Source: an optimization exercise on an open RTL-to-GDS flow (aim: small area and a short achievable clock period). Production flows keep margins and buffers that such runs may drop.
Where RTL was checked, it was by simulation tests only, not by an equivalence proof against the original.
For runs 3 and 4, only the layout was checked, not whether the RTL still works.
Power and IR drop assume default switching activity.

==> flow/design.v <==
module dccap_framer (
    input  wire        clk,
    input  wire        rst,
    input  wire        tick,
    input  wire        cmd_ill,      
    input  wire        cmd_fr,       
    input  wire [3:0]  cmd_op,
    input  wire [7:0]  cmd_a,
    input  wire [15:0] cmd_d,
    output wire        bus_req,
    output wire        bus_rd,
    output wire [1:0]  bus_len,
    output wire [23:0] bus_wdata,
    input  wire        bus_ack,
    input  wire        bus_ok,
    input  wire [15:0] bus_rdata,
    output wire [31:0] fr_status,
    output wire [31:0] result
);
    localparam [15:0] EXPECTED_ID = 16'h3055;
    localparam [2:0] OP_WRREG  = 3'd1;
    localparam [2:0] OP_RDREG  = 3'd2;
    localparam [2:0] OP_RDRES  = 3'd3;
    localparam [2:0] OP_RDID   = 3'd4;
    localparam [2:0] OP_DEVRST = 3'd5;
    localparam [2:0] OP_INIT   = 3'd6;
    function [15:0] inc16;           
        input [15:0] x;
        integer i;
        reg c;
        begin
            c = 1'b1;
            for (i = 0; i < 16; i = i + 1) begin
                inc16[i] = x[i] ^ c;
                c = c & x[i];
            end
        end
    endfunction
    reg         busy;
    reg [1:0]   err;         
    reg         ovr, ill, idmm;
    reg [27:0]  res;
    reg [4:0]   pc;
    reg [1:0]   att;         
    reg         wt;          
    reg [13:0]  wcnt;
    reg [2:0]   opc;
    reg [23:0]  wb;
    reg [3:0]   xb;
    assign fr_status = {21'd0, idmm, ill, ovr, 2'd0, err, 3'd0, busy};
    assign result    = {4'd0, res};
    wire op_wr1  = (opc == OP_WRREG) || (opc == OP_DEVRST);
    wire op_rd   = (opc == OP_RDREG) || (opc == OP_RDID);
    wire op_res  = (opc == OP_RDRES);
    wire op_init = (opc == OP_INIT);
    wire pc0     = (pc == 5'd0);
    wire init_wr = op_init && (pc[4:2] != 3'd0) && !(pc[4] && pc[2] && pc[1]);   
    wire u_tx3    = (op_wr1 && pc0) || init_wr;
    wire u_tx1    = ((op_rd || op_init) && pc0) || (op_res && !pc[0] && !pc[2]);
    wire u_rx     = ((op_rd || op_init) && pc == 5'd1) || (op_res && pc[0]);
    wire u_idchk  = op_init && (pc == 5'd2);
    wire u_settle = op_init && (pc == 5'd22);
    wire u_bus    = u_tx1 || u_tx3 || u_rx;
    wire [7:0] tab_a =
        (pc[4:2] == 3'd1) ? {6'b000101, pc[1:0]} :                         
        (pc[4:2] == 3'd2) ? (pc[1] ? {7'b0010000, pc[0]} : {7'b0001111, pc[0]}) :  
        (pc[4:2] == 3'd3) ? {6'b000100, pc[1:0]} :                         
        (pc[4:2] == 3'd4) ? {6'b000010, pc[1:0]} :                         
                            {7'b0001101, ~pc[0]};                          
    wire [15:0] tab_d =
        (pc[4:2] == 3'd1) ? 16'h1001 :
        (pc[4:2] == 3'd2) ? 16'h8800 :
        (pc[4:2] == 3'd3) ? 16'h000A :
        (pc[4:2] == 3'd4) ? 16'hFFFF :
        (pc[0] ? 16'h1E01 : 16'hC20D);
    assign bus_wdata[23:16] = u_rx ? 8'd0 : init_wr ? tab_a : wb[23:16];
    assign bus_wdata[15:0]  = !u_tx3 ? 16'd0 : init_wr ? tab_d : wb[15:0];
    wire running = busy && !wt;
    assign bus_req = running && u_bus;
    assign bus_rd  = u_rx;
    assign bus_len = u_tx3 ? 2'd3 : u_tx1 ? 2'd1 : 2'd2;
    wire settle   = u_settle;            
    wire wait_end = settle ? (wcnt == 14'd10000) : (wcnt == 14'd5000);
    wire rx_v0res = op_res && !pc[1];    
    wire [15:0] rdv = {wb[23:16], wb[15:12], xb};
    always @(posedge clk) begin
        if (rst) begin
            busy <= 1'b0;
            err  <= 2'd0;
            ovr  <= 1'b0;
            ill  <= 1'b0;
            idmm <= 1'b0;
            res  <= 28'd0;
            att  <= 2'd0;
            wt   <= 1'b0;
            wcnt <= 14'd0;
        end else begin
            if (busy) begin
                if (wt) begin
                    if (wait_end) begin
                        if (!settle) att <= {att[0], ~att[0]};    
                        wt   <= 1'b0;
                        wcnt <= 14'd0;
                    end else if (tick) begin
                        wcnt <= inc16({2'd0, wcnt});
                    end
                end else if (u_bus) begin
                    if (bus_ack) begin
                        if (bus_ok) begin
                            att <= 2'd0;
                        end else if (att != 2'd2) begin
                            wt <= 1'b1;
                        end else begin
                            err  <= 2'd1;
                            busy <= 1'b0;
                            att  <= 2'd0;
                        end
                    end
                end else if (u_idchk) begin
                    res  <= {12'd0, rdv};
                    idmm <= (rdv != EXPECTED_ID);
                end else if (u_settle) begin
                    wt <= 1'b1;
                end else begin  
                    if (op_res)
                        res <= {wb[11:0], rdv};
                    else if (op_rd)
                        res <= {12'd0, rdv};
                    err  <= 2'd0;
                    busy <= 1'b0;
                end
            end
            if (cmd_ill) ill <= 1'b1;
            if (cmd_fr) begin
                if (busy) begin
                    ovr <= 1'b1;
                end else if (cmd_op[2:0] == OP_RDRES && cmd_a[7:2] != 6'd0) begin
                    err <= 2'd2;
                end else begin
                    err  <= 2'd0;
                    if (cmd_op[2:0] == OP_INIT) idmm <= 1'b0;
                    busy <= 1'b1;
                end
            end
        end
    end
    wire accept  = cmd_fr && !busy && !(cmd_op[2:0] == OP_RDRES && cmd_a[7:2] != 6'd0);
    wire step1   = busy && (wt ? (wait_end && settle) : (u_bus && bus_ack && bus_ok));
    wire step2   = running && u_idchk;
    always @(posedge clk) begin
        if (accept) begin
            opc <= cmd_op[2:0];
            pc  <= 5'd0;
        end else if (step1) begin
            pc  <= inc16({11'd0, pc});
        end else if (step2) begin
            pc  <= {inc16({12'd0, pc[4:1]}), pc[0]};
        end
    end
    wire [2:0] cop = cmd_op[2:0];
    wire [7:0] first_a = ((cop == OP_RDRES) ? {cmd_a[6:0], 1'b0} : cmd_a) |
                         ((cop == OP_RDID || cop == OP_INIT) ? 8'h7F : 8'h00) |
                         ((cop == OP_DEVRST) ? 8'h1A : 8'h00);
    wire [15:0] first_d = cmd_d | ((cop == OP_DEVRST) ? 16'h8000 : 16'h0000);
    always @(posedge clk) begin
        if (!busy && cmd_fr) begin
            wb <= {first_a, first_d};
        end else if (running && u_rx && bus_ack && bus_ok) begin
            if (rx_v0res) begin
                wb[11:0] <= bus_rdata[11:0];
                wb[16]   <= 1'b1;
            end else begin
                {wb[23:16], wb[15:12], xb} <= bus_rdata;
            end
        end
    end
endmodule
module dccap_act #(
    parameter integer SPLIT = 8,          
    parameter integer LA    = 16'h00FF    
) (
    input  wire        clk,
    input  wire        rst,
    input  wire        tick,
    input  wire        set_duty,     
    input  wire [15:0] duty_arg,
    input  wire        set_hz,       
    input  wire [23:0] hz_arg,
    output reg         out_a,
    output reg         out_b,
    output wire        out_pwm,
    output wire [31:0] act_status,
    output wire [31:0] toggle_hz,
    output wire [31:0] toggle_reload,
    output wire [31:0] pwm_ccr,
    output wire [31:0] pwm_ccr_next
);
    localparam [18:0] NUM = 19'd500000;   
    localparam integer K  = SPLIT;
    localparam [1:0] HB_IDLE     = 2'd0;
    localparam [1:0] HB_CLAIM    = 2'd1;
    localparam [1:0] HB_DEADTIME = 2'd2;
    function [15:0] inc16;           
        input [15:0] x;
        integer i;
        reg c;
        begin
            c = 1'b1;
            for (i = 0; i < 16; i = i + 1) begin
                inc16[i] = x[i] ^ c;
                c = c & x[i];
            end
        end
    endfunction
    function lt24;                   
        input [23:0] a;
        input [23:0] b;
        integer i;
        reg l;
        begin
            l = 1'b0;
            for (i = 0; i < 24; i = i + 1)
                l = (~a[i] & b[i]) | (~(a[i] ^ b[i]) & l);
            lt24 = l;
        end
    endfunction
    wire [6:0] duty_clamped = duty_arg[15]               ? 7'd0 :
                              lt24(24'd100, {9'd0, duty_arg[14:0]}) ? 7'd100 : duty_arg[6:0];
    function [8:0] add7x5;           
        input [6:0] d;
        integer i;
        reg c, a, b;
        begin
            add7x5[1:0] = d[1:0];
            c = 1'b0;
            for (i = 2; i < 9; i = i + 1) begin
                a = (i - 2 < 7) ? d[i-2] : 1'b0;
                b = (i < 7) ? d[i] : 1'b0;
                add7x5[i] = a ^ b ^ c;
                c = (a & b) | (a & c) | (b & c);
            end
        end
    endfunction
    function [9:0] ccr_of;
        input [6:0] d;
        reg [9:0] t;
        begin
            t = {add7x5(d), 1'b0};
            ccr_of = (d[6] & d[5] & d[2]) ? 10'd999 : t;
        end
    endfunction
    wire [18:0] d1 = hz_arg[18:0];
    wire [18:0] d2;
    wire [18:0] r1 [16:K];       
    wire [15:K] q1;
    assign r1[16] = NUM;
    function [19:0] dstage;      
        input [18:0] r;
        input [18:0] d;
        input integer k;
        input integer la;
        integer i;
        reg b, b1, ov, g0, p0, g1, p1;
        reg [18:0] t;
        begin
            b = 1'b0; ov = 1'b0; t = r;
            for (i = 19 - k; i < 19; i = i + 1)
                ov = ov | d[i];
            for (i = 0; i + k < 19; i = i + 1 + la) begin
                g0 = ~r[i+k] & d[i];
                p0 = ~(r[i+k] ^ d[i]);
                t[i+k] = ~p0 ^ b;
                b1 = g0 | (p0 & b);
                if (la != 0 && i + k + 1 < 19) begin
                    g1 = ~r[i+k+1] & d[i+1];
                    p1 = ~(r[i+k+1] ^ d[i+1]);
                    t[i+k+1] = ~p1 ^ b1;
                    b = (g1 | (p1 & g0)) | (p1 & p0 & b);
                end else begin
                    b = b1;
                end
            end
            dstage = (ov | b) ? {1'b0, r} : {1'b1, t};
        end
    endfunction
    genvar k;
    generate
        for (k = 15; k >= K; k = k - 1) begin : g_s1
            assign {q1[k], r1[k]} = dstage(r1[k+1], d1, k, (LA >> k) & 1);
        end
    endgenerate
    reg  [18:K] dv_r;            
    reg  [15:K] dv_q;            
    wire [18:0] r2 [K:0];
    wire [15:0] q2;
    assign r2[K] = {dv_r, NUM[K-1:0]};
    assign q2[15:K] = dv_q;
    generate
        for (k = K - 1; k >= 0; k = k - 1) begin : g_s2
            assign {q2[k], r2[k]} = dstage(r2[k+1], d2, k, (LA >> k) & 1);
        end
    endgenerate
    reg [6:0]  duty;
    reg [6:0]  duty_act;     
    reg        ccr_upd;
    reg [3:0]  pwm_lo;       
    reg [6:0]  pwm_hi;
    reg [23:0] tog_hz;
    reg [15:0] tog_cnt;
    reg        pending;
    reg [1:0]  hb_phase;
    reg        hb_target;    
    reg [10:0] hb_dt;
    assign d2 = tog_hz[18:0];
    wire hz_lt8  = ~|tog_hz[23:3];
    wire hz_zero = hz_lt8 & ~|tog_hz[2:0];
    wire tog_run = ~hz_zero;
    wire hz_big  = lt24(24'd500000, tog_hz);
    wire [15:0] reload = hz_lt8 ? {16{~hz_zero}} :
                         hz_big ? 16'd1 : q2;
    wire pwm_wrap = (pwm_hi == 7'd99) && (pwm_lo == 4'd9);
    assign out_pwm = lt24({17'd0, pwm_hi}, {17'd0, duty_act}) &&
                     !(duty_act[6] && duty_act[5] && duty_act[2] && pwm_wrap);
    wire [15:0] tog_inc   = inc16(tog_cnt);
    wire        tog_event = tog_run && (tog_inc == reload);
    wire        hz_load   = set_hz && (hz_arg != 24'd0);
    always @(posedge clk) begin
        if (hz_load) begin
            dv_r <= r1[K][18:K];
            dv_q <= q1;
        end
    end
    always @(posedge clk) begin
        if (rst) begin
            duty      <= 7'd0;
            duty_act  <= 7'd0;
            ccr_upd   <= 1'b0;
            pwm_lo    <= 4'd0;
            pwm_hi    <= 7'd0;
            tog_hz    <= 24'd0;
            pending   <= 1'b0;
            out_a     <= 1'b0;
            out_b     <= 1'b0;
            hb_phase  <= HB_IDLE;
        end else begin
            if (tick) begin
                if (tog_event)
                    pending <= 1'b1;
                if (pwm_wrap) begin
                    pwm_lo <= 4'd0;
                    pwm_hi <= 7'd0;
                    if (ccr_upd) begin
                        duty_act <= duty;
                        ccr_upd  <= 1'b0;
                    end
                end else if (pwm_lo == 4'd9) begin
                    pwm_lo <= 4'd0;
                    pwm_hi <= inc16({9'd0, pwm_hi});
                end else begin
                    pwm_lo <= inc16({12'd0, pwm_lo});
                end
            end
            case (hb_phase)
                HB_IDLE: begin
                    if (pending) hb_phase <= HB_CLAIM;
                end
                HB_CLAIM: begin
                    pending   <= 1'b0;
                    out_a     <= 1'b0;
                    out_b     <= 1'b0;
                    hb_phase  <= HB_DEADTIME;
                end
                default: begin
                    if (hb_dt == 11'd2000) begin
                        out_a    <= !hb_target;
                        out_b    <= hb_target;
                        hb_phase <= HB_IDLE;
                    end
                end
            endcase
            if (set_duty) begin
                duty    <= duty_clamped;
                ccr_upd <= 1'b1;
            end
            if (hz_load)
                tog_hz  <= hz_arg;
        end
    end
    always @(posedge clk) begin
        if (hz_load)
            tog_cnt <= 16'd0;
        else if (tick && tog_run)
            tog_cnt <= tog_event ? 16'd0 : tog_inc;
        if (hb_phase == HB_CLAIM) begin
            hb_dt     <= 11'd0;
            hb_target <= out_a;
        end else if (tick && hb_phase == HB_DEADTIME && hb_dt != 11'd2000) begin
            hb_dt <= inc16({5'd0, hb_dt});
        end
    end
    wire [1:0] dir  = {out_b, out_a};
    wire [1:0] view = pending ? 2'd1 : (hb_phase != HB_IDLE) ? 2'd2 : 2'd0;
    assign act_status    = {6'd0, view, 1'b0, duty, 7'd0, out_pwm, dir, hb_phase, tog_run, pending, out_b, out_a};
    assign toggle_hz     = {8'd0, tog_hz};
    assign toggle_reload = {16'd0, reload};
    assign pwm_ccr       = {22'd0, ccr_of(duty_act)};
    assign pwm_ccr_next  = {ccr_upd, 21'd0, ccr_of(duty)};
endmodule
module dccap_fa (
    input  wire        clk,
    input  wire        rst,          
    input  wire        tick,         
    input  wire        cmd_we,
    input  wire [31:0] cmd_wdata,
    input  wire [2:0]  rd_addr,
    output reg  [31:0] rd_data,
    output wire        busy,         
    output wire        bus_req,
    output wire        bus_rd,
    output wire [1:0]  bus_len,
    output wire [23:0] bus_wdata,
    input  wire        bus_ack,
    input  wire        bus_ok,
    input  wire [15:0] bus_rdata,
    output wire        out_a,
    output wire        out_b,
    output wire        out_pwm
);
    wire [3:0]  op = cmd_wdata[31:28];
    wire [3:0]  z  = cmd_wdata[27:24];
    wire [7:0]  a  = cmd_wdata[23:16];
    wire [15:0] d  = cmd_wdata[15:0];
    reg legal_fr, legal_act;
    always @(*) begin
        legal_fr  = 1'b0;
        legal_act = 1'b0;
        if (z == 4'd0) begin
            case (op)
                4'h1:             legal_fr  = 1'b1;
                4'h2, 4'h3:       legal_fr  = (d == 16'd0);
                4'h4, 4'h5, 4'h6: legal_fr  = (a == 8'd0) && (d == 16'd0);
                4'h8:             legal_act = (a == 8'd0);
                4'h9:             legal_act = 1'b1;
                default: ;
            endcase
        end
    end
    wire cmd_ill  = cmd_we && !legal_fr && !legal_act;
    wire cmd_fr   = cmd_we && legal_fr;
    wire set_duty = cmd_we && legal_act && (op == 4'h8);
    wire set_hz   = cmd_we && legal_act && (op == 4'h9);
    wire [31:0] fr_status, result;
    wire [31:0] act_status, toggle_hz, toggle_reload, pwm_ccr, pwm_ccr_next;
    dccap_framer u_framer (
        .clk       (clk),
        .rst       (rst),
        .tick      (tick),
        .cmd_ill   (cmd_ill),
        .cmd_fr    (cmd_fr),
        .cmd_op    (op),
        .cmd_a     (a),
        .cmd_d     (d),
        .bus_req   (bus_req),
        .bus_rd    (bus_rd),
        .bus_len   (bus_len),
        .bus_wdata (bus_wdata),
        .bus_ack   (bus_ack),
        .bus_ok    (bus_ok),
        .bus_rdata (bus_rdata),
        .fr_status (fr_status),
        .result    (result)
    );
    dccap_act #(.SPLIT(7), .LA(16'h008F)) u_act (
        .clk           (clk),
        .rst           (rst),
        .tick          (tick),
        .set_duty      (set_duty),
        .duty_arg      (d),
        .set_hz        (set_hz),
        .hz_arg        (cmd_wdata[23:0]),
        .out_a         (out_a),
        .out_b         (out_b),
        .out_pwm       (out_pwm),
        .act_status    (act_status),
        .toggle_hz     (toggle_hz),
        .toggle_reload (toggle_reload),
        .pwm_ccr       (pwm_ccr),
        .pwm_ccr_next  (pwm_ccr_next)
    );
    assign busy = fr_status[0];
    wire [7:0] rsel = 8'd1 << rd_addr;
    always @(*) begin
        rd_data = ({32{rsel[1]}} & fr_status) | ({32{rsel[2]}} & result) |
                  ({32{rsel[3]}} & act_status) | ({32{rsel[4]}} & toggle_hz) |
                  ({32{rsel[5]}} & toggle_reload) | ({32{rsel[6]}} & pwm_ccr) |
                  ({32{rsel[7]}} & pwm_ccr_next);
    end
endmodule
==> flow/flow/run.sh <==
#!/bin/bash
# The standard layout (the standard.sh: ORFS synthesis to final
# layout) with two changes: every port is buffered by a plain buffer
# cell instead of the default choice (a delay buffer), and the clock tree
# is built without dummy balancing loads.
set -euo pipefail
export BUFFER_PORTS_ARGS="-buffer_cell sky130_fd_sc_hd__buf_1"
export CTS_ARGS="-sink_clustering_enable -repair_clock_nets -buf_list sky130_fd_sc_hd__clkbuf_8 -dont_use_dummy_load"
export RECOVER_POWER=100
bash standard.sh finish > standard_flow.log 2>&1
==> flow/standard.sh <==
#!/bin/bash
# synth_recipe.tcl (not shown) runs the flow's synth.tcl, then flattens the netlist and writes it again
# the make line also repeats each setting of config.mk as NAME=value (left out here)
make -C /OpenROAD-flow-scripts/flow DESIGN_CONFIG=/design/flow/config.mk WORK_HOME=/design/flow/orfs CLKGATE_MAP_FILE= SYNTH_SCRIPT=/design/flow/synth_recipe.tcl "${@:-finish}"
==> flow/config.mk <==
export PLATFORM = sky130hd
export DESIGN_NAME = dccap_fa
export DESIGN_NICKNAME = dccap_fa
export VERILOG_FILES = /design/flow/design.v
export SDC_FILE = /design/flow/constraint.sdc
export NUM_CORES = 4
export LEC_CHECK = 0
export ABC_AREA = 1
export CAP_MARGIN = 20
export CORE_MARGIN = 2
export CORE_UTILIZATION = 40
export CTS_BUF_LIST = sky130_fd_sc_hd__clkbuf_8
export CTS_CLUSTER_SIZE = 10
export SLEW_MARGIN = 20
==> flow/constraint.sdc <==
create_clock -name core_clock -period 125.0 [get_ports {clk}]
set_input_delay 25.0000 -clock core_clock [delete_from_list [all_inputs] [get_ports {clk}]]
set_output_delay 25.0000 -clock core_clock [all_outputs]
set_load 0.01 [all_outputs]
==> results.json, run 1 <==
{
  "hpwl_um": 40810,
  "worstPathArrival_ns": 30.20,
  "grt_max_degree": 56,
  "rows": 74,
  "synth_seq_cells": 191,
  "crit_path_start_kind": "flip-flop",
  "die_area_mm2": 0.04350,
  "hp-start": "u_act.out_a",
  "slew_headroom": -0.5011,
  "hold_buffers": 0,
  "syn_area_mm2": 0.01674,
  "routed_wl_um": 50800,
  "max_cap_viol_count": 4,
  "p_switching_w": 0.00002924,
  "diodes": 0,
  "worstHoldPathType": "flip-flop to flip-flop",
  "path_max_fanout": 27,
  "grt_use_total": 0.2343,
  "rsz0062_at_grt": "no",
  "start_util": 0.4072,
  "fin_crit_sh": 0.4416,
  "drc": 0,
  "cp_slowest_cell": "clkbuf_1",
  "ys_types": 72,
  "synth_edf_count": 53,
  "whs_ns": 0.4612,
  "numClockSinks": 191,
  "avgSynthCellArea_um2": 7.710,
  "p_per_area_mw_per_mm2": 6.120,
  "cts_tree": "built",
  "setup_viol": 0,
  "setup_tns_ns": 0,
  "async_flop_share": 0,
  "syn_to_final_growth_pct": 6.510,
  "portBuffers": 117,
  "design_area_mm2": 0.01783,
  "synthCells": 2171,
  "critical_path_class": "flip-flop to output port",
  "status": "finished with violations",
  "grt_pass1_wl_um": 80430,
  "hold_violations": 0,
  "cts-root-buf": "clkbuf_8",
  "clock_power_share": 0.298,
  "antenna_found_initial": 1,
  "failed_checks": "capacitance limit, slew limit",
  "crit_start": "u_act.tog_hz[0]",
  "worst_slew_pin_slew_ns": 2.252,
  "overflow": 0,
  "routed_via_density": 5.472,
  "ant_nets": 0,
  "vias": 15270,
  "dieWidth_um": 208.6,
  "dr.pass1.iters": 6,
  "cts_buffers": 17,
  "die_y_um": 208.6,
  "max_stage_delay_ns": 1.04,
  "cts_max_path_buffers": 2,
  "drv_slew": 155,
  "path_buf_inv": 10,
  "ys_seq_area_frac": 0.2601,
  "endpoint_kind": "output port",
  "combinationalPowerShare": 0.109,
  "required_ns": 100.00,
  "p_leak_nw": 8.043,
  "seqPwrFrac": 0.593,
  "ios": 121,
  "ctsResizeCount": 0,
  "final_common_cell": "nand2_1",
  "nets": 2581,
  "max_freq_ghz": 0.01812,
  "postPlaceCellArea_mm2": 0.01770,
  "core_mm2": 0.04111,
  "ys.flop_type": "dfxtp_1",
  "clock_latency_ns": 0.49,
  "yosysWarnings": 3,
  "p_int_w": 0.00007986,
  "crit_family": "adder cells",
  "layout_common_cells": "nand2_1 (533), inv_1 (254), o21ai_0 (159)",
  "cts.clk_slew.worst_paths_ns": 0.11,
  "max-vdd-ir-drop_uv": 6.621,
  "timing.rr.start": "u_act.tog_hz[0]",
  "wire_per_inst_um": 18.20,
  "grt_pass1_vias": 14540,
  "post-cts-setup-buffers": 0,
  "htree_levels": 4,
  "layout-drive-gt1-share": 0.03718,
  "fin_crit_ns": 55.20,
  "gp_congestion": 0.9453,
  "first_iter_violations": 1174,
  "sw_frac_of_total": 0.2680,
  "skew_ns": 0.04246,
  "critPathMostFrequentCell": "nand2_1"
}
worst reg2reg max path: cells and delay by family, from the launching register on:
family | cells | cell delay, ns
flip-flops | 1 | 0.84
AND/OR/NAND/NOR | 76 | 8.20
adder cells (fa/ha/maj) | 42 | 16.11
multiplexers | 1 | 0.44
AO/OA/AOI/OAI | 6 | 0.94
buffers and inverters | 9 | 3.63
cell type report:
cell class / instances / area, µm²
Fill cell: 4263 / 23280
Multi-Input combinational cell: 1636 / 10980
Sequential cell: 191 / 4354
Inverter: 278 / 1046
Tap cell: 532 / 665.6
Timing Repair Buffer: 137 / 548.0
Clock buffer: 17 / 234.0
state kept, by name, summed over array words and instances (netlist names), 3 cells and up:
name,flops
u_framer.res,28
u_framer.pc,5
u_framer.wcnt,14
u_framer.opc,3
u_act.tog_hz,24
u_act.tog_cnt,16
u_act.hb_dt,11
u_act.pwm_lo,4
u_act.duty,7
u_act.dv_r,12
u_framer.xb,4
u_act.duty_act,7
u_framer.wb,24
u_act.pwm_hi,7
u_act.dv_q,9
final timing paths:
| path | to | depth (start not counted) | slack (ns) |
|---|---|---|---|
| max | rd_data[0] | 131 | 69.80 |
| max reg2reg | u_act.tog_cnt[3] | 134 | 94.73 |
| min | u_act.hb_target | 0 | 0.46 |
| min reg2reg | u_act.hb_target | 0 | 0.46 |
per-layer routing:
layer	global-route usage	share of wire	vias up	wire [µm]
met5	0	0.00026	-	13
met2	0.3710	0.45	542	22910
met1	0.3355	0.46	7270	23520
met4	0.06872	0.024	2	1202
li1	-	-	7380	-
met3	0.02913	0.062	79	3156
per-stage QoR:
stage / setup WS [ns] / std cells / power [W] / util
floorplan: 73.72 / 2173 / 0.00007346 / -
global placement: 72.60 / 2774 / 0.00007775 / 0.4305
detailed placement: 72.48 / 2774 / 0.00007814 / 0.4305
CTS: 72.23 / 2791 / 0.0001095 / 0.4362
global route: 67.40 / 2791 / 0.0001132 / 0.4337
finish: 69.80 / 2791 / 0.0001091 / 0.4337
cell families (layout without fill, tap and decap cells):
group	Yosys count	after routing	synth area share
fa+ha+maj	263	263	0.2527
mux	19	19	0.01189
xor+xnor	32	32	0.01674
other cells	1	3	0.0002240
simple gates	862	862	0.2209
flops	191	191	0.2601
compound gates	457	457	0.1562
buf+inv	346	432	0.08125
power by group through the flow:
stage	Sequential (W)	Combinational [W]	Clock (W)
floorplan	0.0000659	0.00000754	0
global placement	0.0000661	0.0000117	0
detailed placement	0.0000661	0.0000121	0
CTS	0.0000647	0.0000121	0.0000327
global route	0.0000648	0.0000134	0.0000350
finish	0.0000647	0.0000119	0.0000325
synth_stat cells, types with 5 or more instances:
master / n / share of area
nand3_1: 89 / 0.027
dfxtp_1: 138 / 0.17
nor2_1: 141 / 0.032
a211oi_1: 23 / 0.010
edfxtp_1: 53 / 0.095
nor3_1: 24 / 0.0072
nor2_4: 6 / 0.0040
o21ai_1: 23 / 0.0069
a21oi_1: 155 / 0.046
nand3b_1: 7 / 0.0031
buf_1: 6 / 0.0013
ha_1: 138 / 0.10
o221ai_1: 9 / 0.0047
nand2_1: 531 / 0.12
o22ai_1: 14 / 0.0052
nand3_2: 5 / 0.0030
xor2_1: 11 / 0.0058
clkinv_1: 7 / 0.0016
clkbuf_1: 42 / 0.0094
fa_1: 125 / 0.15
a31oi_1: 25 / 0.0093
inv_1: 250 / 0.056
o21bai_1: 5 / 0.0022
nor2_2: 7 / 0.0026
o21ai_0: 154 / 0.046
mux2_2: 7 / 0.0047
xnor2_1: 21 / 0.011
o31ai_1: 6 / 0.0027
buf_2: 13 / 0.0039
inv_2: 19 / 0.0043
mux2i_1: 12 / 0.0072
a22oi_1: 7 / 0.0031
nand4_1: 25 / 0.0093
nor4_1: 5 / 0.0019
==> run 2: changes to the inputs <==
--- a/flow/flow/run.sh
+++ b/flow/flow/run.sh
@@ -8,3 +8,2 @@
 export CTS_ARGS="-sink_clustering_enable -repair_clock_nets -buf_list sky130_fd_sc_hd__clkbuf_8 -dont_use_dummy_load"
-export RECOVER_POWER=100
 bash standard.sh finish > standard_flow.log 2>&1
==> run 2 against run 1 <==
Compared with the run above: now clean on timing, DRC and antenna; final cell count did not move; sequential power about the same; routed wire length hardly changed; core utilization is 0.26 points higher; non-clock buffer count did not move; global-route usage unchanged; register-to-register slack better by 2.9 ns; flip-flop and latch count did not move; clock skew fell by 0.00099 ns; cell area grew 0.59%; critical path type is now input pin to output port.
==> results.json, run 2 <==
{
  "cts_tree": "built",
  "cts_max_path_buffers": 2,
  "cts-root-buf": "clkbuf_8",
  "avgSynthCellArea_um2": 7.710,
  "synth_edf_count": 53,
  "setup_viol": 0,
  "synth_top_area_share": 0.1650,
  "numClockSinks": 191,
  "grt_pass1_vias": 14540,
  "grt_pass1_wl_um": 80430,
  "core_mm2": 0.04111,
  "ios": 121,
  "reg_top3": "u_framer.res x28, u_act.tog_hz x24, u_framer.wb x24",
  "max_cap_viol_count": 0,
  "routed_wl_um": 50800,
  "whs_ns": 0.4625,
  "layout-drive-gt1-share": 0.04958,
  "gp_congestion": 0.9453,
  "max_stage_delay_ns": 0.79,
  "p_int_w": 0.00007996,
  "ctsResizeCount": 0,
  "ys_seq_area_frac": 0.2601,
  "worstPathArrival_ns": 27.62,
  "critical_path_class": "input pin to output port",
  "crit_path_start_kind": "input pin",
  "setup_tns_ns": 0,
  "p_switching_w": 0.00002921,
  "synth.most_common_cell": "nand2_1",
  "post-cts-setup-buffers": 0,
  "nFillCells": 4240,
  "skew_ns": 0.04147,
  "required_ns": 100.00,
  "worst_slew_pin_slew_ns": 1.167,
  "diodes": 0,
  "slew_headroom": 0.2176,
  "antenna_found_initial": 0,
  "synth_top_cell_by_area": "dfxtp_1",
  "overflow": 0,
  "critPathMostFrequentCell": "buf_1",
  "hp-start": "u_act.out_a",
  "dr.pass1.iters": 5,
  "fin_crit_ns": 52.62,
  "cts_buffers": 17,
  "ys_top_cells_by_count": "nand2_1 (531), inv_1 (250), a21oi_1 (155)",
  "hpwl_um": 40810,
  "syn_area_mm2": 0.01674,
  "synth_area_leaders": "dfxtp_1 (17%), fa_1 (15%), nand2_1 (12%)",
  "rsz0062_at_grt": "no",
  "dieWidth_um": 208.6,
  "wire_per_inst_um": 18.20,
  "yosysWarnings": 3,
  "status": "timing/DRC/antenna clean",
  "grt_use_total": 0.2343,
  "path_max_fanout": 19,
  "drc": 0,
  "ys.flop_type": "dfxtp_1",
  "place_inst": 2774,
  "syn_to_final_growth_pct": 7.138,
  "clock_latency_ns": 0.49,
  "hold_depth": 0,
  "start_util": 0.4072,
  "first_iter_violations": 1194,
  "ant_nets": 0,
  "max-vdd-ir-drop_uv": 6.622,
  "die_y_um": 208.6,
  "rows": 74,
  "reg2reg_to": "u_act.tog_cnt[8]",
  "max_freq_ghz": 0.01900,
  "regMostFlops": "u_framer.res",
  "nets": 2581,
  "synthCells": 2171,
  "timing.rr.start": "u_act.tog_hz[0]",
  "layout_common_cells": "nand2_1 (531), inv_1 (250), a21oi_1 (155)",
  "ys_types": 72,
  "async_flop_share": 0,
  "seqPwrFrac": 0.592,
  "hold_violations": 0,
  "worstHoldEndpoint": "u_act.hb_target",
  "cp_slowest_cell": "clkinv_1",
  "vias": 15270,
  "fin_crit_sh": 0.4210,
  "instances_no_fill": 2791,
  "cts.clk_slew.worst_paths_ns": 0.11,
  "final_common_cell": "nand2_1",
  "crit_chain": "buf_1, inv_1, nor3_1, clkinv_1, o221ai_1, buf_1",
  "htree_levels": 4,
  "combinationalPowerShare": 0.111,
  "largest_register_ffs": 28,
  "worstHoldPathType": "flip-flop to flip-flop",
  "p_per_area_mw_per_mm2": 6.088,
  "drv_slew": 0,
  "p_leak_nw": 8.099,
  "die_area_mm2": 0.04350,
  "ff2ff_path_depth": 134,
  "sw_frac_of_total": 0.2675,
  "synth_seq_cells": 191,
  "r2r_slack_ns": 97.66,
  "portBuffers": 117,
  "clock_power_share": 0.297,
  "endpoint_kind": "output port",
  "routed_via_density": 5.472,
  "grt_max_degree": 56,
  "hold_buffers": 0
}
-- run 2: cell counts after synthesis --
No cell type changed its count.
-- run 2: logic make-up after synthesis --
kind of cell    Yosys count  synth area share
compound gates          457            0.1562
xor+xnor                 32           0.01674
fa+ha+maj               263            0.2527
buf+inv                 346           0.08125
flops                   191            0.2601
mux                      19           0.01189
other cells               1         0.0002240
simple gates            862            0.2209
-- run 2: power by group through the flow --
stage / clock (W) / sequential, W / combinational [W]
final: 0.0000324 / 0.0000647 / 0.0000121
after global routing: 0.0000350 / 0.0000648 / 0.0000136
after CTS: 0.0000327 / 0.0000647 / 0.0000121
after detailed placement: 0 / 0.0000661 / 0.0000121
after global placement: 0 / 0.0000661 / 0.0000117
after floorplan: 0 / 0.0000659 / 0.00000754
-- run 2: metrics by stage --
step	cell area, µm²	utilization	total power, W	setup WS [ns]
floorplan	16750	-	0.00007346	73.72
detailed placement	17700	0.4305	0.00007814	72.48
global placement	17700	0.4305	0.00007775	72.60
CTS	17930	0.4362	0.0001095	72.23
global route	17930	0.4362	0.0001134	70.33
finish	17930	0.4362	0.0001092	72.38
-- run 2: metal layers --
layer  vias up  GRT usage  share of wire
met5         -          0              0
met4         0    0.06872          0.025
met3        76    0.02913          0.060
met2       514     0.3710           0.45
met1      7292     0.3355           0.47
li1       7391          -              -
-- run 2: how the worst max path moves through the flow --
stage                                from           to  slack, ns  cells after the start
final                          rd_addr[2]  rd_data[12]      72.38                      6
after CTS                 u_act.tog_hz[0]   rd_data[0]      72.23                    131
after detailed placement       rd_addr[2]  rd_data[18]      72.48                      6
after floorplan                rd_addr[2]  rd_data[16]      73.72                      5
after global routing      u_act.tog_hz[0]   rd_data[0]      70.33                    133
after global placement         rd_addr[2]  rd_data[18]      72.60                      6
-- run 2: worst max-delay path, delay by kind of cell --
kind                   cells  cell delay, ns
buffers and inverters      4            1.26
AND/OR/NAND/NOR            1            0.67
AO/OA/AOI/OAI              1            0.67
-- run 2: final cells by class --
class	count	area, µm²	share of cell area
inverters	278	1047	0.05840
clock buffers	17	234.0	0.01305
repair buffers	137	590.6	0.03293
well taps	532	665.6	0.03712
multi-input cells	1636	11040	0.6157
flip-flops and latches	191	4354	0.2428
==> run 3: changes to the inputs <==
--- a/flow/design.v
+++ b/flow/design.v
@@ -303,6 +303,5 @@
     reg [6:0]  duty;
-    reg [6:0]  duty_act;     
+    reg [9:0]  ccr_act;      
     reg        ccr_upd;
-    reg [3:0]  pwm_lo;       
-    reg [6:0]  pwm_hi;
+    reg [9:0]  pwm_cnt;
     reg [23:0] tog_hz;
@@ -320,5 +319,5 @@
                          hz_big ? 16'd1 : q2;
-    wire pwm_wrap = (pwm_hi == 7'd99) && (pwm_lo == 4'd9);
-    assign out_pwm = lt24({17'd0, pwm_hi}, {17'd0, duty_act}) &&
-                     !(duty_act[6] && duty_act[5] && duty_act[2] && pwm_wrap);
+    wire [9:0] ccr_next = ccr_of(duty);      
+    wire pwm_wrap = (pwm_cnt == 10'd999);
+    assign out_pwm = lt24({14'd0, pwm_cnt}, {14'd0, ccr_act});
     wire [15:0] tog_inc   = inc16(tog_cnt);
@@ -335,6 +334,5 @@
             duty      <= 7'd0;
-            duty_act  <= 7'd0;
+            ccr_act   <= 10'd0;
             ccr_upd   <= 1'b0;
-            pwm_lo    <= 4'd0;
-            pwm_hi    <= 7'd0;
+            pwm_cnt   <= 10'd0;
             tog_hz    <= 24'd0;
@@ -349,13 +347,9 @@
                 if (pwm_wrap) begin
-                    pwm_lo <= 4'd0;
-                    pwm_hi <= 7'd0;
+                    pwm_cnt <= 10'd0;
                     if (ccr_upd) begin
-                        duty_act <= duty;
-                        ccr_upd  <= 1'b0;
+                        ccr_act <= ccr_next;
+                        ccr_upd <= 1'b0;
                     end
-                end else if (pwm_lo == 4'd9) begin
-                    pwm_lo <= 4'd0;
-                    pwm_hi <= inc16({9'd0, pwm_hi});
                 end else begin
-                    pwm_lo <= inc16({12'd0, pwm_lo});
+                    pwm_cnt <= inc16({6'd0, pwm_cnt});
                 end
@@ -405,4 +399,4 @@
     assign toggle_reload = {16'd0, reload};
-    assign pwm_ccr       = {22'd0, ccr_of(duty_act)};
-    assign pwm_ccr_next  = {ccr_upd, 21'd0, ccr_of(duty)};
+    assign pwm_ccr       = {22'd0, ccr_act};
+    assign pwm_ccr_next  = {ccr_upd, 21'd0, ccr_next};
 endmodule
@@ -472,3 +466,3 @@
     );
-    dccap_act #(.SPLIT(7), .LA(16'h008F)) u_act (
+    dccap_act #(.SPLIT(7), .LA(16'h009F)) u_act (
         .clk           (clk),
==> run 3 against run 2 <==
Compared with the run above: die area rose by 0.86%; cell area rose by 0.91%; synthesized cell count rose by 1.2%; sequential power rose by 2%; critical path depth did not move; non-clock buffer count fell by 1; routed wire length rose by 5.8%; worst hold slack barely moved; combinational power rose by 45%; count of clock-buffer cells in the layout did not move; via count rose by 1.0%; clock power barely moved; critical endpoint is now rd_data[20].
==> results.json, run 3 <==
{
  "synth_top_area_share": 0.1660,
  "path_max_fanout": 19,
  "routed_via_density": 5.466,
  "grt_use_total": 0.2484,
  "drc": 0,
  "sw_frac_of_total": 0.2858,
  "reg_top3": "u_framer.res x28, u_act.tog_hz x24, u_framer.wb x24",
  "finalPower_w": 0.0001162,
  "finalWorstSetupSlack_ns": 72.46,
  "crit_chain": "buf_1, inv_1, nor3_1, clkinv_1, o221ai_1, buf_1",
  "met3_length_um": 2932,
  "dp_slack_ns": 72.59,
  "rows": 75,
  "drv_slew": 0,
  "hold_violations": 0,
  "async_flop_share": 0,
  "max_stage_delay_ns": 0.79,
  "antenna_found_initial": 3,
  "rsz0062_at_grt": "no",
  "vias": 15430,
  "die_area_mm2": 0.04387,
  "critical_path_class": "input pin to output port",
  "grt_max_degree": 67,
  "gp_congestion": 0.9508,
  "nets": 2605,
  "syn_area_mm2": 0.01688,
  "cts_buffers": 17,
  "core_mm2": 0.04176,
  "ys_types": 65,
  "skew_ns": 0.04123,
  "hold_buffers": 0,
  "overflow": 0,
  "p_int_w": 0.00008297,
  "largest_register_ffs": 28,
  "avgSynthCellArea_um2": 7.685,
  "cts-root-buf": "clkbuf_8",
  "clock_power_share": 0.278,
  "ys_top_cells_by_count": "nand2_1 (509), inv_1 (255), nor2_1 (157)",
  "met2WireLength_um": 25390,
  "seqPwrFrac": 0.570,
  "required_ns": 100.00,
  "worstHoldPathType": "flip-flop to flip-flop",
  "regMostFlops": "u_framer.res",
  "dr.pass1.iters": 5,
  "slew_headroom": 0.3227,
  "die_y_um": 209.5,
  "wl_met1_um": 23740,
  "portBuffers": 117,
  "top_layer_used": "met5",
  "numClockSinks": 193,
  "clock_latency_ns": 0.50,
  "synth_edf_count": 53,
  "final_common_cell": "nand2_1",
  "setup_viol": 0,
  "max_cap_viol_count": 0,
  "ys_seq_area_frac": 0.2602,
  "critPathMostFrequentCell": "buf_1",
  "routed_wl_um": 53760,
  "max_freq_ghz": 0.01903,
  "htree_levels": 4,
  "hpwl_um": 43650,
  "wire_per_inst_um": 19.05,
  "ctsResizeCount": 0,
  "grt_pass1_vias": 14850,
  "whs_ns": 0.4624,
  "dieWidth_um": 209.5,
  "max-vdd-ir-drop_uv": 5.129,
  "p_switching_w": 0.00003320,
  "setup_tns_ns": 0,
  "p_per_area_mw_per_mm2": 6.420,
  "utilization": 0.4333,
  "grt_pass1_wl_um": 84150,
  "fin_crit_sh": 0.4203,
  "layout_common_cells": "nand2_1 (509), inv_1 (253), nor2_1 (157)",
  "endpoint_kind": "output port",
  "ys.flop_type": "dfxtp_1",
  "p_leak_nw": 8.244,
  "cts_tree": "built",
  "cp_slowest_cell": "clkinv_1",
  "combinationalPowerShare": 0.152,
  "synthCells": 2197,
  "status": "timing/DRC/antenna clean",
  "synth_area_leaders": "dfxtp_1 (17%), fa_1 (14%), nand2_1 (11%)",
  "synth_top_cell_by_area": "dfxtp_1",
  "cts.clk_slew.worst_paths_ns": 0.10,
  "fin_crit_ns": 52.54,
  "post-cts-setup-buffers": 0,
  "cts_max_path_buffers": 2,
  "worstPathArrival_ns": 27.54,
  "worst_slew_pin_slew_ns": 1.015,
  "layout-drive-gt1-share": 0.04518,
  "crit_path_start_kind": "input pin",
  "first_iter_violations": 1312,
  "ios": 121,
  "start_util": 0.4043,
  "yosysWarnings": 3,
  "synth.most_common_cell": "nand2_1",
  "ant_nets": 0,
  "syn_to_final_growth_pct": 7.173,
  "synth_seq_cells": 193
}
[run 3: cell count changes after synthesis, sizes merged, moves of 5 or more]
cell	before	now
xnor2	21	30
fa	125	115
o21ai	179	189
o22ai	15	4
a221oi	4	9
o221ai	9	2
nor2	154	166
o211ai	2	14
clkbuf	42	48
nand2	538	516
nor4	7	12
nand3	95	109
ha	138	151
a211oi	23	33
[run 3: cell type report]
cell class	instances	area [µm²]
flip-flops and latches	193	4394
well taps	539	674.4
repair buffers	136	581.8
inverters	277	1046
multi-input cells	1657	11160
fillers	4282	23660
clock buffers	17	234.0
diodes	3	7.507
[run 3: per-stage QoR]
step,std cells,area (µm²)
final,2822,18100
after floorplan,2199,16890
after global routing,2822,18100
after CTS,2819,18090
after detailed placement,2802,17850
after global placement,2802,17850
[run 3: cell families after synthesis]
group	count (synthesis)	share of synthesized area
fa+ha+maj	266	0.2482
flops	193	0.2602
simple gates	859	0.2182
mux	20	0.01245
compound gates	471	0.1602
xor+xnor	38	0.01971
other cells	1	0.0002221
buf+inv	349	0.08077
[run 3: final timing paths]
check | startpoint | slack [ns] | cells after the start | endpoint
setup reg to reg | u_act.tog_hz[0] | 98.78 | 132 | u_act.tog_cnt[11]
setup / recovery | rd_addr[2] | 72.46 | 6 | rd_data[20]
hold reg to reg | u_act.hb_target | 0.46 | 1 | u_act.out_a
hold / removal | u_act.hb_target | 0.46 | 1 | u_act.out_a
[run 3: worst max-delay path: cells and delay by family]
kind                   cells  cell delay (ns)
AO/OA/AOI/OAI              1             0.63
buffers and inverters      4             1.30
AND/OR/NAND/NOR            1             0.59
[run 3: layer usage]
layer,global-route usage,vias up
li1,-,7515
met1,0.3296,7404
met2,0.4162,429
met3,0.03636,76
met4,0.08364,2
met5,0,-
[run 3: power by group through the flow]
stage | Sequential, W | Combinational [W] | Clock [W]
2_1_floorplan | 0.0000673 | 0.0000123 | 0
3_3_place_gp | 0.0000676 | 0.0000171 | 0
3_5_place_dp | 0.0000676 | 0.0000175 | 0
4_1_cts | 0.0000662 | 0.0000176 | 0.0000329
5_1_grt | 0.0000664 | 0.0000199 | 0.0000350
6_report | 0.0000662 | 0.0000176 | 0.0000324
==> run 4: changes to the inputs <==
--- a/flow/design.v
+++ b/flow/design.v
@@ -466,3 +466,3 @@
     );
-    dccap_act #(.SPLIT(7), .LA(16'h009F)) u_act (
+    dccap_act #(.SPLIT(7), .LA(16'h008F)) u_act (
         .clk           (clk),
==> run 4 against run 3 <==
Compared with the run above: synthesized area rose by 1.9%; first-iteration DRC count rose by 5.1%; final cell count increased by 2.8%; worst hold slack improved by 0.010 ns; largest cell class unchanged; largest power group unchanged.
==> results.json, run 4 <==
{
  "final_common_cell": "nand2_1",
  "largest_register_ffs": 28,
  "core_mm2": 0.04223,
  "start_util": 0.4074,
  "grt_max_degree": 50,
  "dp_slack_ns": 72.65,
  "setup_viol": 0,
  "required_ns": 100.00,
  "synth.most_common_cell": "nand2_1",
  "critPathMostFrequentCell": "nand2_1",
  "setup_tns_ns": 0,
  "slew_headroom": 0.2610,
  "htree_levels": 4,
  "async_flop_share": 0,
  "portBuffers": 117,
  "fin_crit_ns": 52.93,
  "syn_area_mm2": 0.01721,
  "layout-drive-gt1-share": 0.05588,
  "ctsResizeCount": 0,
  "synthCells": 2280,
  "first_iter_violations": 1379,
  "vias": 15690,
  "muxShareOfSynthArea": 0.01214,
  "drv_slew": 0,
  "synth_compound_area_frac": 0.1525,
  "synth_area_leaders": "dfxtp_1 (16%), fa_1 (14%), nand2_1 (12%)",
  "max_cap_viol_count": 0,
  "die_y_um": 211.4,
  "synth_edf_count": 53,
  "post-cts-setup-buffers": 0,
  "p_per_area_mw_per_mm2": 6.383,
  "drc": 0,
  "ys_seq_area_frac": 0.2554,
  "synthXorXnorAreaFrac": 0.01833,
  "overflow": 0,
  "rsz0062_at_grt": "no",
  "dr.pass1.iters": 7,
  "grt_pass1_vias": 15130,
  "grt_use_total": 0.2469,
  "synthSimpleGateAreaFrac": 0.2361,
  "grt_pass1_wl_um": 85330,
  "rows": 75,
  "p_leak_nw": 8.432,
  "finalWorstSetupSlack_ns": 72.07,
  "gp_congestion": 0.9224,
  "hold_violations": 0,
  "synth_top_area_share": 0.1629,
  "max_stage_delay_ns": 0.93,
  "ys_types": 71,
  "clock_latency_ns": 0.51,
  "ios": 121,
  "max-vdd-ir-drop_uv": 6.537,
  "whs_ns": 0.4727,
  "synth_seq_cells": 193,
  "cts-root-buf": "clkbuf_8",
  "avgSynthCellArea_um2": 7.546,
  "design_area_mm2": 0.01842,
  "cts_tree": "built",
  "ys_top_cells_by_count": "nand2_1 (569), inv_1 (278), nor2_1 (165)",
  "fin_crit_sh": 0.4234,
  "synth_adder_area_share": 0.2419,
  "skew_ns": 0.04241,
  "routed_wl_um": 53830,
  "cts.clk_slew.worst_paths_ns": 0.11,
  "synth_top_family_by_area": "adder cells",
  "layout_common_cells": "nand2_1 (569), inv_1 (278), nor2_1 (164)",
  "hold_buffers": 0,
  "syn_to_final_growth_pct": 7.062,
  "hpwl_um": 44040,
  "cts_max_path_buffers": 2,
  "reg_top3": "u_framer.res x28, u_act.tog_hz x24, u_framer.wb x24",
  "synth_top_cell_by_area": "dfxtp_1",
  "wire_per_inst_um": 18.55,
  "ant_nets": 0,
  "worst_slew_pin_slew_ns": 1.107,
  "path_max_fanout": 27,
  "critical_path_class": "flip-flop to output port",
  "cts_buffers": 17,
  "dieWidth_um": 211.4,
  "postPlaceCellArea_mm2": 0.01818,
  "status": "timing/DRC/antenna clean",
  "crit_path_start_kind": "flip-flop",
  "max_freq_ghz": 0.01889,
  "yosysWarnings": 3,
  "place_inst": 2884,
  "worstPathArrival_ns": 27.93,
  "nFillCells": 4368,
  "instances_no_fill": 2901,
  "routed_via_density": 5.407,
  "ys.flop_type": "dfxtp_1",
  "nets": 2681,
  "antenna_found_initial": 0,
  "numClockSinks": 193,
  "cp_slowest_cell": "dfxtp_1",
  "diodes": 0,
  "die_area_mm2": 0.04469,
  "endpoint_kind": "output port",
  "regMostFlops": "u_framer.res",
  "worstHoldPathType": "flip-flop to flip-flop"
}
==> run 4: changes by cell type after synthesis, sizes merged, moves of 6 or more <==
cell / before / now
or2: 1 / 20
o21ai: 189 / 173
fa: 115 / 121
a21oi: 153 / 160
ha: 151 / 139
a211oi: 33 / 22
nand3: 109 / 96
inv: 268 / 290
nand2: 516 / 589
clkbuf: 48 / 54
==> run 4: where the power goes <==
part	leakage [nW]	total, W	switching (W)	internal (W)
registers	1.60	0.0000665	0.00000100	0.0000655
clock network	0.122	0.0000328	0.0000208	0.0000121
logic	6.71	0.0000183	0.0000122	0.00000602
==> run 4: cell type report <==
cell class                      count  area, µm²  share of cell area
Clock buffer                       17      234.0             0.01270
Inverter                          297       1134             0.06154
Multi-Input combinational cell   1719      11400              0.6190
Sequential cell                   193       4394              0.2386
Tap cell                          539      674.4             0.03661
Timing Repair Buffer              136      581.8             0.03159
==> run 4: kinds of logic after synthesis <==
group	count (synthesis)
other	1
adder cells (fa/ha/maj)	260
AO/OA/AOI/OAI	456
flip-flops	193
AND/OR/NAND/NOR	944
multiplexers	20
buffers and inverters	370
XOR/XNOR	36
==> run 4: worst paths after layout <==
| kind | start | to | slack (ns) | depth (start not counted) |
|---|---|---|---|---|
| worst min register to register | u_act.hb_target | u_act.out_a | 0.47 | 1 |
| worst max-delay path | u_act.tog_hz[0] | rd_data[0] | 72.07 | 129 |
| worst min-delay path | u_act.hb_target | u_act.out_a | 0.47 | 1 |
| worst max register to register | u_act.tog_hz[0] | u_act.tog_cnt[7] | 97.19 | 129 |
==> run 4: per-stage QoR <==
| stage | util | power, W |
|---|---|---|
| floorplan | - | 0.00007970 |
| global placement | 0.4304 | 0.00008531 |
| detailed placement | 0.4304 | 0.00008598 |
| CTS | 0.4360 | 0.0001181 |
| global route | 0.4362 | 0.0001230 |
| finish | 0.4362 | 0.0001176 |
==> run 4: worst max-delay path, delay by kind of cell, from the launching register on <==
kind	cells	cell delay (ns)
AOI/OAI and AO/OA	6	1.31
adders and majority gates	42	15.93
buffers and inverters	8	1.12
DFF	1	0.93
muxes	1	0.41
and+or+nand+nor	72	7.69
==> run 4: layer usage <==
layer / up-vias / wire length (µm) / global-route usage
met2: 446 / 24250 / 0.3841
met1: 7496 / 25160 / 0.3611
li1: 7680 / - / -
met3: 65 / 3293 / 0.03100
met5: - / 0 / 0
met4: 0 / 1123 / 0.06484

## static timing again, ports no longer ideal
No port has a modelled driver above. Below, the same layouts with a new extraction and two added sets of constraints.
Step 1 sets driving cells, clkbuf_16 on the clock port and buf_2 on the other inputs (assumed; they add their load-dependent delay and slew).
Step 2 adds t to the input delays and takes it off the output delays; t is the mean of the earliest and latest rising clock arrival at the registers after step 1. Input paths then give back, and output paths get back, about the clock's delay inside the block.
a / b / c = ideal ports / drivers / drivers and shift; a / b = the first two.
run	t (ns)	setup slack, ns	clock arrival spread, ns	slew at the worst register clock pin (ns)
run 1	0.512	69.801 / 69.756 / 70.268	0.043 / 0.043	0.11 / 0.11
run 2	0.512	72.379 / 72.331 / 72.331	0.042 / 0.042	0.11 / 0.11
run 3	0.530	72.463 / 72.436 / 72.436	0.047 / 0.047	0.12 / 0.12
run 4	0.534	72.072 / 72.025 / 72.559	0.043 / 0.043	0.11 / 0.11
The setup slack of run 2, which loses most, moves by -0.048 ns with the drivers and by -0.048 ns with both steps.
